This is an optimization exercise on Yosys and OpenROAD, whose aim is small area, not a production implementation. Function was checked by simulation only, so behaviour that the tests miss may differ from the original. No activity file was given, so power comes from the tool's default toggle rates.

[config.mk]
export PLATFORM = sky130hd
export DESIGN_NAME = rsc
export DESIGN_NICKNAME = rsc
export VERILOG_FILES = /design/flow/design.v
export SDC_FILE = /design/flow/constraint.sdc
export NUM_CORES = 4
export LEC_CHECK = 0
export CAP_MARGIN = 20
export CORE_MARGIN = 2
export CORE_UTILIZATION = 30
export SLEW_MARGIN = 20
[run.sh]
#!/bin/bash
# synth_recipe.tcl (not shown) runs the flow's synth.tcl, then flattens the netlist and writes it again
# the make line also repeats each setting of config.mk as NAME=value (left out here)
make -C /OpenROAD-flow-scripts/flow DESIGN_CONFIG=/design/flow/config.mk WORK_HOME=/design/flow/orfs CLKGATE_MAP_FILE= SYNTH_SCRIPT=/design/flow/synth_recipe.tcl finish
[constraint.sdc]
create_clock -name core_clock -period 10.0 [get_ports {clk}]
set_input_delay 2.0000 -clock core_clock [delete_from_list [all_inputs] [get_ports {clk}]]
set_output_delay 2.0000 -clock core_clock [all_outputs]
set_load 0.01 [all_outputs]
[design.v]
module rsc_spi (
    input  wire       clk,
    input  wire       rst,
    input  wire [6:0] addr,
    input  wire       we,
    input  wire [7:0] wdata,
    output wire [7:0] rdata
);
    wire [1023:0] flat;
    wire [7:0]  hi;
    wire [15:0] lo;
    genvar g, b;
    generate
        for (g = 0; g < 8; g = g + 1) begin : g_hi
            assign hi[g] = (addr[6:4] == g);
        end
        for (g = 0; g < 16; g = g + 1) begin : g_lo
            assign lo[g] = (addr[3:0] == g);
        end
    endgenerate
    wire [127:0] sel;
    wire [127:0] wen;
    wire [7:0]   whi = hi | {8{rst}};
    wire [15:0]  wlo = (lo & {16{we}}) | {16{rst}};
    generate
        for (g = 0; g < 128; g = g + 1) begin : g_byte
            assign sel[g] = hi[g / 16] & lo[g % 16];
            assign wen[g] = whi[g / 16] & wlo[g % 16];
            reg [7:0] q;
            always @(posedge clk)
                if (wen[g]) q <= wdata;
            assign flat[8*g +: 8] = q;
        end
        for (b = 0; b < 8; b = b + 1) begin : g_bit
            wire [127:0] col;
            for (g = 0; g < 128; g = g + 1) begin : g_col
                assign col[g] = sel[g] & flat[8*g + b];
            end
            assign rdata[b] = |col;
        end
    endgenerate
endmodule
module rsc (
    input  wire       clk,
    input  wire       rst,
    input  wire [7:0] hb_addr,
    input  wire [7:0] hb_wdata,
    input  wire       hb_we,
    input  wire       hb_re,
    output wire [7:0] hb_rdata,
    output wire [3:0] cs_n,
    output wire       sclk,
    output wire       mosi,
    input  wire       miso,
    input  wire [3:0] rdy
);
    localparam [3:0] R_OK          = 4'h0;
    localparam [3:0] R_NOT_READY   = 4'h1;
    localparam [3:0] R_BAD_ADDR    = 4'h2;
    localparam [3:0] R_BAD_LEN     = 4'h3;
    localparam [3:0] R_BAD_ARG     = 4'h4;
    localparam [3:0] R_BAD_OPCODE  = 4'h5;
    localparam [3:0] R_TIMEOUT     = 4'h6;
    localparam [3:0] R_ASLEEP      = 4'h7;
    localparam [3:0] R_MISMATCH    = 4'h8;
    localparam [3:0] R_RX_EMPTY    = 4'h9;
    localparam [3:0] R_RX_FIFO_ERR = 4'hA;
    localparam [3:0] R_RX_OVERSIZE = 4'hB;
    localparam [3:0] R_RX_MALFORM  = 4'hC;
    localparam [4:0] S_IDLE   = 5'd0;
    localparam [4:0] S_CHECK  = 5'd1;
    localparam [4:0] S_REG_W  = 5'd2;
    localparam [4:0] S_REG_R  = 5'd3;
    localparam [4:0] S_STROBE = 5'd4;
    localparam [4:0] S_POLL   = 5'd5;
    localparam [4:0] S_ACT    = 5'd6;
    localparam [4:0] S_WAIT   = 5'd7;
    localparam [4:0] S_TXCNT  = 5'd8;
    localparam [4:0] S_SFTX   = 5'd9;
    localparam [4:0] S_TXFIFO = 5'd10;
    localparam [4:0] S_RXCNT  = 5'd11;
    localparam [4:0] S_RXPOLL = 5'd12;
    localparam [4:0] S_RXSFRX = 5'd13;
    localparam [4:0] S_RXSRX  = 5'd14;
    localparam [4:0] S_RXFIFO = 5'd15;
    localparam [4:0] S_DF1    = 5'd16;
    localparam [4:0] S_DF2    = 5'd17;
    reg [7:0] csr_cmd;
    reg [1:0] csr_mod;
    reg [7:0] csr_addr_hi;
    reg [7:0] csr_addr_lo;
    reg [7:0] csr_len;
    reg [7:0] csr_arg;
    reg [7:0] csr_max_polls;
    reg       st_busy;
    reg       st_done;
    reg       st_ovr;
    reg [3:0] csr_result;      
    reg [7:0] csr_last_polls;  
    reg [7:0] rx_count;
    reg [7:0] rx_len;
    reg [7:0] rx_addr;
    reg [7:0] rx_rssi;
    reg [7:0] rx_status2;
    reg       rx_pkt_valid;
    reg       rx_trailing;
    reg [7:0] last_status [0:3];
    reg [7:0] errcnt      [0:3];
    reg [3:0] asleep;
    reg [4:0]  state;
    reg [1:0]  seqt;       
    reg        flag;       
    reg        cs_low;
    reg        run;        
    reg        tail;       
    reg        sclk_q;
    reg [7:0]  shreg;
    reg [12:0] cnt;
    wire [3:0] opcode = csr_cmd[3:0];
    wire [1:0] m      = csr_mod;
    wire [7:0] off    = csr_addr_lo;
    wire       is_ext = (csr_addr_hi == 8'h2F);
    wire       burst  = (csr_len > 8'd1);
    wire [7:0] cur_status = last_status[m];
    wire [2:0] cur_state  = cur_status[7:5];
    reg [3:0] addr_code;
    always @(*) begin
        if (csr_addr_hi == 8'h00)
            addr_code = (off[7:4] == 4'h3) ? R_NOT_READY :
                        (off >= 8'h40 || off == 8'h2F) ? R_BAD_ADDR : R_OK;
        else
            addr_code = is_ext ? R_OK : R_BAD_ADDR;
    end
    function [7:0] strobe_code;
        input [3:0] k;
        begin
            case (k)
                4'd0: strobe_code = 8'h30;
                4'd1: strobe_code = 8'h33;
                4'd2: strobe_code = 8'h34;
                4'd3: strobe_code = 8'h35;
                4'd4: strobe_code = 8'h31;
                4'd5: strobe_code = 8'h36;
                4'd6: strobe_code = 8'h3A;
                4'd7: strobe_code = 8'h3B;
                4'd8: strobe_code = 8'h39;
                default: strobe_code = 8'h3D;
            endcase
        end
    endfunction
    function [7:0] strobe_for;
        input [1:0] t;
        begin
            case (t)
                2'd0: strobe_for = 8'h36;
                2'd1: strobe_for = 8'h34;
                2'd2: strobe_for = 8'h35;
                default: strobe_for = 8'h31;
            endcase
        end
    endfunction
    wire st_reg  = (state == S_REG_W) || (state == S_REG_R);
    wire st_cnt  = (state == S_TXCNT) || (state == S_RXCNT);
    wire st_fifo = (state == S_TXFIFO) || (state == S_RXFIFO);
    wire st_txn  = st_reg || st_cnt || st_fifo ||
                   (state == S_STROBE) || (state == S_POLL) || (state == S_ACT) ||
                   (state == S_SFTX) || (state == S_RXPOLL) ||
                   (state == S_RXSFRX) || (state == S_RXSRX);
    reg [7:0] hdr;
    always @(*) begin
        case (state)
            S_REG_W:  hdr = {1'b0, burst, is_ext ? 6'h2F : off[5:0]};
            S_REG_R:  hdr = {1'b1, burst, is_ext ? 6'h2F : off[5:0]};
            S_STROBE: hdr = strobe_code(csr_arg[3:0]);
            S_ACT:    hdr = (cur_state == 3'd6) ? 8'h3A :
                            (cur_state == 3'd7) ? 8'h3B : strobe_for(seqt);
            S_TXCNT, S_RXCNT: hdr = 8'hAF;
            S_SFTX:   hdr = 8'h3B;
            S_RXSFRX: hdr = 8'h3A;
            S_RXSRX:  hdr = 8'h34;
            S_TXFIFO: hdr = 8'h7F;
            S_RXFIFO: hdr = 8'hFF;
            default:  hdr = 8'h3D;
        endcase
    end
    wire [1:0] b0 = st_fifo ? 2'b01 : (st_cnt || (st_reg && is_ext)) ? 2'b10 : 2'b11;
    wire [12:0] cnt_inc = cnt + 13'd1;
    wire [7:0]  bcur    = cnt[10:3];       
    wire [7:0]  bn      = cnt_inc[10:3];   
    wire        byte_end = run && sclk_q && (cnt[2:0] == 3'd7);
    wire        is_hdr  = bcur[7] && (bcur[1:0] == b0);
    wire [7:0]  rx      = {shreg[6:0], miso};
    wire [7:0] endv = (st_reg || (state == S_TXFIFO)) ? csr_len :
                      (state == S_RXFIFO) ? rx_count - 8'd2 :
                      st_cnt ? 8'd1 : 8'd0;
    wire last_byte = (bn == endv);
    wire [7:0] dbuf_rd;
    reg  [6:0] d_addr;
    always @(*) begin
        if (!st_busy)
            d_addr = hb_addr[6:0];
        else if (state == S_DF1 || state == S_DF2)
            d_addr = rx_len[6:0];
        else if (state == S_REG_W || state == S_TXFIFO)
            d_addr = bn[6:0];
        else
            d_addr = bcur[6:0];
    end
    wire bn_m1 = bn[7] && (bn[1:0] == 2'b11);
    wire bn_m2 = bn[7] && (bn[1:0] == 2'b10);
    reg [7:0] outb;
    always @(*) begin
        outb = 8'h00;
        if (bn_m1) begin
            if (st_reg)                  outb = off;
            else if (state == S_TXCNT)   outb = 8'hD6;
            else if (state == S_RXCNT)   outb = 8'hD7;
            else if (state == S_TXFIFO)  outb = csr_arg;
        end else if (bn_m2) begin
            if (state == S_TXFIFO)       outb = csr_len + 8'd1;
        end else if (state == S_REG_W || state == S_TXFIFO)
            outb = dbuf_rd;
    end
    wire rdy_m = rdy[m];
    wire e_rdy = cs_low && !run && !tail;
    wire e_tmo = e_rdy && !rdy_m && cnt[10];
    wire d_we = st_busy ?
                ((byte_end && !bcur[7] &&
                  ((state == S_REG_R && opcode != 4'd3) || state == S_RXFIFO)) ||
                 state == S_DF2) :
                (hb_we && hb_addr[7]);
    wire [7:0] d_wdata = rst ? 8'h00 : st_busy ? ((state == S_DF2) ? 8'h00 : rx) : hb_wdata;
    rsc_spi u_dbuf (
        .clk  (clk),
        .rst  (rst),
        .addr (d_addr),
        .we   (d_we),
        .wdata(d_wdata),
        .rdata(dbuf_rd)
    );
    assign cs_n = cs_low ? ~(4'b0001 << m) : 4'b1111;
    assign sclk = sclk_q;
    assign mosi = shreg[7];
    reg [7:0] csr_rd;
    always @(*) begin
        case (hb_addr[4:0])
            5'h00: csr_rd = csr_cmd;
            5'h01: csr_rd = {6'd0, csr_mod};
            5'h02: csr_rd = csr_addr_hi;
            5'h03: csr_rd = csr_addr_lo;
            5'h04: csr_rd = csr_len;
            5'h05: csr_rd = csr_arg;
            5'h06: csr_rd = csr_max_polls;
            5'h08: csr_rd = {5'd0, st_ovr, st_done, st_busy};
            5'h09: csr_rd = st_busy ? 8'hFF : {4'd0, csr_result};
            5'h0A: csr_rd = cur_status;
            5'h0B: csr_rd = {5'd0, cur_state};
            5'h0C: csr_rd = errcnt[m];
            5'h0D: csr_rd = {7'd0, asleep[m]};
            5'h0E: csr_rd = csr_last_polls;
            5'h10: csr_rd = rx_count;
            5'h11: csr_rd = rx_len;
            5'h12: csr_rd = rx_addr;
            5'h13: csr_rd = rx_rssi;
            5'h14: csr_rd = rx_status2;
            5'h15: csr_rd = {1'b0, rx_status2[6:0]};
            5'h16: csr_rd = {5'd0, rx_trailing, rx_pkt_valid & rx_status2[7], rx_pkt_valid};
            default: csr_rd = 8'h00;
        endcase
    end
    assign hb_rdata = hb_addr[7] ? dbuf_rd :
                      (hb_addr[6:5] == 2'b00) ? csr_rd : 8'h00;
    wire [8:0] fdiff = {1'b0, rx_count} - {1'b0, rx_len} - 9'd3;
    integer i;
    task finish;
        input [3:0] code;
        begin
            csr_result <= code;
            st_busy    <= 1'b0;
            st_done    <= 1'b1;
            state      <= S_IDLE;
        end
    endtask
    always @(posedge clk) begin
        if (rst) begin
            csr_cmd        <= 8'd0;
            csr_mod        <= 2'd0;
            csr_addr_hi    <= 8'd0;
            csr_addr_lo    <= 8'd0;
            csr_len        <= 8'd0;
            csr_arg        <= 8'd0;
            csr_max_polls  <= 8'd255;
            st_busy        <= 1'b0;
            st_done        <= 1'b0;
            st_ovr         <= 1'b0;
            csr_result     <= 4'd0;
            csr_last_polls <= 8'd0;
            rx_count       <= 8'd0;
            rx_len         <= 8'd0;
            rx_addr        <= 8'd0;
            rx_rssi        <= 8'd0;
            rx_status2     <= 8'd0;
            rx_pkt_valid   <= 1'b0;
            rx_trailing    <= 1'b0;
            for (i = 0; i < 4; i = i + 1) begin
                last_status[i] <= 8'd0;
                errcnt[i]      <= 8'd0;
            end
            asleep         <= 4'd0;
            state          <= S_IDLE;
            seqt           <= 2'd0;
            flag           <= 1'b0;
            cs_low         <= 1'b0;
            run            <= 1'b0;
            tail           <= 1'b0;
            sclk_q         <= 1'b0;
            shreg          <= 8'd0;
            cnt            <= 13'd0;
        end else begin
            if (hb_we) begin
                if (st_busy) begin
                    st_ovr <= 1'b1;
                end else if (!hb_addr[7]) begin
                    case (hb_addr)
                        8'h00: begin
                            csr_cmd <= hb_wdata;
                            st_busy <= 1'b1;
                            st_done <= 1'b0;
                            state   <= S_CHECK;
                        end
                        8'h01: csr_mod       <= hb_wdata[1:0];
                        8'h02: csr_addr_hi   <= hb_wdata;
                        8'h03: csr_addr_lo   <= hb_wdata;
                        8'h04: csr_len       <= hb_wdata;
                        8'h05: csr_arg       <= hb_wdata;
                        8'h06: csr_max_polls <= hb_wdata;
                        8'h08: if (hb_wdata[2]) st_ovr <= 1'b0;
                        8'h0C: errcnt[m] <= 8'd0;
                        default: ;
                    endcase
                end
            end
            if (!cs_low) begin
                cnt <= (state == S_WAIT) ? cnt_inc : 13'd0;
                if (st_txn) begin
                    cs_low <= 1'b1;
                    shreg  <= hdr;
                end
            end else if (tail) begin
                cnt    <= 13'd0;
                tail   <= 1'b0;
                cs_low <= 1'b0;
            end else if (!run) begin
                if (rdy_m) begin
                    run <= 1'b1;
                    cnt <= {2'b00, 6'b111111, b0, 3'b000};
                end else if (cnt[10])
                    cs_low <= 1'b0;
                else
                    cnt <= cnt_inc;
            end else if (!sclk_q) begin
                sclk_q <= 1'b1;
            end else begin
                sclk_q <= 1'b0;
                cnt    <= cnt_inc;
                if (cnt[2:0] != 3'd7)
                    shreg <= rx;
                else if (last_byte) begin
                    shreg <= rx;
                    run   <= 1'b0;
                    tail  <= 1'b1;
                end else
                    shreg <= outb;
            end
            if (byte_end) begin
                if (is_hdr)
                    last_status[m] <= rx;
                case (state)
                    S_REG_R:
                        if (opcode == 4'd3 && !bcur[7] && rx != dbuf_rd) flag <= 1'b1;
                    S_TXCNT:
                        if (!bcur[7]) flag <= (rx != 8'd0);
                    S_RXCNT:
                        if (!bcur[7]) begin
                            rx_count     <= rx;
                            rx_pkt_valid <= 1'b0;
                            rx_trailing  <= 1'b0;
                        end
                    S_RXFIFO: begin
                        if (bcur[7] && bcur[1:0] == 2'b10) rx_len  <= rx;
                        if (bcur[7] && bcur[1:0] == 2'b11) rx_addr <= rx;
                    end
                    default: ;
                endcase
            end
            if (e_tmo)
                finish(R_TIMEOUT);
            else case (state)
                S_IDLE: ;
                S_CHECK: begin
                    flag <= 1'b0;
                    if (csr_cmd[7:4] != 4'd0 || opcode == 4'd0 || opcode > 4'd7)
                        finish(R_BAD_OPCODE);
                    else case (opcode)
                        4'd1, 4'd2, 4'd3: begin
                            if (addr_code != R_OK)
                                finish(addr_code);
                            else if (csr_len == 8'd0 || csr_len > 8'd128)
                                finish(R_BAD_LEN);
                            else
                                state <= (opcode == 4'd1) ? S_REG_R : S_REG_W;
                        end
                        4'd4: begin
                            if (csr_arg > 8'd9) finish(R_BAD_ARG);
                            else state <= S_STROBE;
                        end
                        4'd5: begin
                            if (csr_arg > 8'd3) finish(R_BAD_ARG);
                            else begin
                                seqt           <= csr_arg[1:0];
                                csr_last_polls <= 8'd0;
                                state          <= S_POLL;
                            end
                        end
                        4'd6: begin
                            if (csr_len > 8'd124) finish(R_BAD_LEN);
                            else if (asleep[m]) finish(R_ASLEEP);
                            else state <= S_TXCNT;
                        end
                        default: state <= S_RXCNT;
                    endcase
                end
                S_WAIT: begin
                    if (cnt[12] && cnt[10]) begin
                        csr_last_polls <= csr_last_polls + 8'd1;
                        state          <= S_POLL;
                    end
                end
                S_DF1: begin
                    rx_status2   <= dbuf_rd;
                    rx_len       <= rx_len - 8'd1;
                    rx_pkt_valid <= 1'b1;
                    rx_trailing  <= (fdiff != 9'd0);
                    state        <= S_DF2;
                end
                S_DF2: begin
                    rx_rssi <= dbuf_rd;
                    finish(R_OK);
                end
                default: if (cs_low && tail) begin
                    case (state)
                        S_REG_W: begin
                            if (opcode == 4'd3) state <= S_REG_R;
                            else finish(R_OK);
                        end
                        S_REG_R: begin
                            if (opcode == 4'd3 && flag) begin
                                if (errcnt[m] != 8'hFF)
                                    errcnt[m] <= errcnt[m] + 8'd1;
                                finish(R_MISMATCH);
                            end else
                                finish(R_OK);
                        end
                        S_STROBE: begin
                            if (csr_arg == 8'd0) asleep[m] <= 1'b0;
                            if (csr_arg == 8'd8) asleep[m] <= 1'b1;
                            finish(R_OK);
                        end
                        S_POLL: begin
                            if (cur_state == {1'b0, seqt}) begin
                                if (opcode == 4'd5) begin
                                    asleep[m] <= 1'b0;
                                    finish(R_OK);
                                end else if (seqt == 2'd0)
                                    state <= S_SFTX;
                                else if (seqt == 2'd3)
                                    state <= S_TXFIFO;
                                else
                                    finish(R_OK);
                            end else if (csr_last_polls == csr_max_polls)
                                finish(R_TIMEOUT);
                            else if (cur_state == 3'd4 || cur_state == 3'd5)
                                state <= S_WAIT;
                            else
                                state <= S_ACT;
                        end
                        S_ACT: begin
                            csr_last_polls <= csr_last_polls + 8'd1;
                            state          <= S_POLL;
                        end
                        S_TXCNT: begin
                            csr_last_polls <= 8'd0;
                            seqt           <= flag ? 2'd0 : 2'd3;
                            state          <= S_POLL;
                        end
                        S_SFTX: begin
                            csr_last_polls <= 8'd0;
                            seqt           <= 2'd3;
                            state          <= S_POLL;
                        end
                        S_TXFIFO: begin
                            csr_last_polls <= 8'd0;
                            seqt           <= 2'd2;
                            state          <= S_POLL;
                        end
                        S_RXCNT: begin
                            if (rx_count == 8'd0) finish(R_RX_EMPTY);
                            else state <= S_RXPOLL;
                        end
                        S_RXPOLL: begin
                            if (cur_state == 3'd6) state <= S_RXSFRX;
                            else if (rx_count > 8'd128) finish(R_RX_OVERSIZE);
                            else state <= S_RXFIFO;
                        end
                        S_RXSFRX: state <= S_RXSRX;
                        S_RXSRX:  finish(R_RX_FIFO_ERR);
                        S_RXFIFO: begin
                            if (rx_len == 8'd0 || fdiff[8]) finish(R_RX_MALFORM);
                            else state <= S_DF1;
                        end
                        default: state <= S_IDLE;
                    endcase
                end
            endcase
        end
    end
endmodule
==> out/results.ini <==
[logic_synthesis]
synthTopCellsByCount = edfxtp_1, nor2_1, nand2_1
synthArstFlopShare = 0
ys_seq_area_frac = 0.656
synth-xor-area-share = 0.0106
synthMuxAreaShare = 0.0360
ys_types = 96
netlist_area_um2 = 54400
synth_fa_ha_area_frac = 0.00773
ys.warnings.count = 2
synth_area_leaders = edfxtp_1, dfxtp_1, nor2_1
syn_avg_cell_area_um2 = 12.5
synth_top_family_by_area = compound AO/OA/AOI/OAI gates
synthFlopType = edfxtp_1
synthesis.nets = 4393
synth-compound-area-share = 0.131
yosys.area.top_type_share = 0.601
ys_ff_latch = 1238
synth_edf_count = 1088
synth_top_cell_by_area = edfxtp_1
synth_simple_gate_area_frac = 0.129
post_synth_inst_count = 4335
yosysMostFrequentCell = edfxtp_1

[worst_setup_path]
crit_type = input port to primary output
crit_top_cell = buf_4
startpoint_type = input port
crit_start = hb_addr[0]
r2r_start = cnt[3]
cpMaxStageDelayCell = a2111oi_0
worst_ep_required_time_ns = 8.00
end_kind = primary output
cp_cell_sequence = clkdlybuf4s50_1 -> o32ai_1 -> a21o_4 -> buf_4 -> nor4_4 -> buf_4 -> buf_4 -> nand3_1 -> nand4_1 -> a2111oi_0 -> nand4_1 -> nor3_2 -> buf_4 -> o22ai_1 -> clkdlybuf4s50_1
crit_fanout = 14
critical_path_arrival_ns = 7.76
cpPeakStageDelay_ns = 1.02

[cts]
cts_tree = yes
hold_buffers = 0
clkSinkCount = 1238
clk_latency_ns = 0.85
htreeDepth = 4
cts_buffer_depth = 3
cts.reportedPaths.clkPinSlew_ns = 0.06
post_cts_resized = 0
cts_root_buf = clkbuf_16
cts_setup_buffers = 0
cts_made_buffers = 140

[worst_hold_path]
worst_hold_startpoint = rx_pkt_valid
min-delay-path-class = flop to flop

[die]
start_util = 0.301
die_h_um = 430
io_pins = 39
dieWidth_um = 430
coreArea_um2 = 180000
die_area_um2 = 185000
rows = 156

[global_route]
first_global_vias = 41700
grt_use_total = 0.297
grt_max_degree = 129
grt_pass1_wl_um = 374000
grt_overflow = 0
antenna_found_initial = 28

[placement]
finalWeightedCongestion = 1.07
pre_cts_slack_ns = 0.635
dp_hpwl_um = 192000
numPortBuffers = 37

[job]
maxCapViolations = 0

[sta]
setup_viol = 0
finalMaxSlewViolations = 0
timing.final.crit_share = 0.976
hold_viol_final = 0
relSlewSlack = 0.0531
worst_slack_ns = 0.242
max_freq_mhz = 102
tightest_slew_ns = 1.42
rsz0062_at_grt = false
post-route-min-period_ns = 9.76
fin_setup_tns_ns = 0
fin_skew_ns = 0.0843

[finish]
area_growth_pct = 19.7
layout-drive-gt1-share = 0.173
nNetsFinal = 4646
postLayoutCoreUtil = 0.361

[routing]
firstDrtPassIters = 9
wirelength_um = 282000
final_antenna_net_count = 0
vias = 45500
route.detailed.drc = 0
routed_via_density = 6.42
dr.first_iter.drc_count = 8081
post_drt_wl_per_cell_um = 39.8

[outcome]
status = no timing/DRC/antenna violations

[pwr]
pwr_density_cell_nw_per_um2 = 193
power.leakage_nw = 21.9
worst_ir_drop_vdd_v = 0.000169

## area by class of cell
| class | instances | area, µm² |
|---|---|---|
| Multi-Input combinational cell | 2723 | 17900 |
| Timing Repair Buffer | 414 | 3650 |
| Tap cell | 2370 | 2970 |
| Sequential cell | 1238 | 35700 |
| Fill cell | 17600 | 115000 |
| Inverter | 71 | 267 |
| Antenna cell | 19 | 47.5 |
| Clock buffer | 171 | 3740 |
| Clock inverter | 82 | 817 |
## flip-flops by register name, indices dropped and copies added, names as in the netlist, 2 cells and up, named ones only
| register | count |
|---|---|
| csr_addr_lo | 8 |
| state | 5 |
| rx_status2 | 8 |
| rx_rssi | 8 |
| u_dbuf.g_byte.q | 1024 |
| seqt | 2 |
| rx_addr | 8 |
| last_status | 32 |
| csr_len | 8 |
| errcnt | 32 |
| csr_arg | 8 |
| csr_max_polls | 8 |
| asleep | 3 |
| csr_mod | 2 |
| rx_len | 8 |
| csr_cmd | 8 |
| cnt | 13 |
| shreg | 8 |
| rx_count | 8 |
| csr_result | 4 |
| csr_last_polls | 8 |
| csr_addr_hi | 8 |
## critical path, delay by kind of cell
| kind | cells | cell delay, ns |
|---|---|---|
| buf+inv | 6 | 2.04 |
| compound gates | 4 | 2.11 |
| simple gates | 5 | 1.58 |
## power by group
| group | internal (mW) | total, mW | leakage (nW) | switching (mW) |
|---|---|---|---|---|
| clock network | 2.91 | 5.21 | 2.20 | 2.30 |
| logic | 0.307 | 1.33 | 7.80 | 1.03 |
| registers | 5.90 | 6.00 | 11.9 | 0.0981 |
## layout by cell type, fill, tap and decap left out, types with 42 or more instances in the layout
master | netlist | layout
a21oi_1 | 209 | 196
a22o_1 | 45 | 45
a22oi_1 | 175 | 175
a31oi_1 | 45 | 43
a32oi_1 | 47 | 47
and3_1 | 42 | 42
buf_4 | 9 | 337
clkbuf_16 | 0 | 144
dfxtp_1 | 150 | 150
edfxtp_1 | 1088 | 1088
inv_1 | 71 | 71
mux2i_1 | 111 | 109
nand2_1 | 310 | 309
nand3_1 | 281 | 281
nand4_1 | 94 | 94
nor2_1 | 422 | 338
nor2_2 | 0 | 70
nor3_1 | 89 | 82
nor4_1 | 61 | 51
o21ai_0 | 113 | 111
o22ai_1 | 51 | 51
## routing by layer
| layer | GRT usage | part of all wire |
|---|---|---|
| met2 | 0.418 | 0.41 |
| met1 | 0.362 | 0.35 |
| met3 | 0.130 | 0.15 |
| met5 | 0.00598 | 0.0010 |
| met4 | 0.209 | 0.087 |
## cells by family after synthesis
kind of cell,count (synthesis)
simple gates,1451
flops,1238
compound gates,1006
buf+inv,374
mux,167
xor+xnor,66
fa+ha+maj,33
## worst paths after layout
| path | endpoint | slack (ns) | cells after the start |
|---|---|---|---|
| max | hb_rdata[6] | 0.24 | 15 |
| max reg2reg | flag | 2.65 | 18 |
| min reg2reg | rx_pkt_valid | 0.47 | 2 |
| min | rx_pkt_valid | 0.47 | 2 |
## per-stage QoR
step / instances / cell area, µm² / hold WS [ns] / total power [mW]
after floorplan: 4335 / 54400 / 0.432 / 6.58
after global placement: 6807 / 60200 / 0.449 / 7.33
after detailed placement: 6812 / 60400 / 0.458 / 7.34
after CTS: 7065 / 64900 / 0.466 / 12.5
after global routing: 7071 / 65000 / 0.505 / 12.7
final: 7088 / 65100 / 0.472 / 12.5

## separate check: timing with driven ports
Ports are ideal in the flow. The routed layout listed here was re-timed in OpenROAD. Step 1 assumes that a clkbuf_16 drives the clock port and a buf_2 every other input. Step 2, shift: input delay + t, output delay - t, t = (earliest + latest rising clock arrival at the registers) / 2. This alone moves slack from input paths to output paths. a / b / c = ideal ports / drivers / drivers and shift; a / b = the first two.
shift t [ns]: 0.883
setup WS [ns]: 0.242 / 0.216 / 0.216
worst hold slack (ns): 0.472 / 0.472 / 0.472
latest minus earliest clock arrival (ns): 0.087 / 0.087
pins driven straight from the clock port: 1
After both steps setup and hold are still met in this run. The setup slack of this run moves by -0.026 ns with the drivers and by -0.026 ns with both steps.
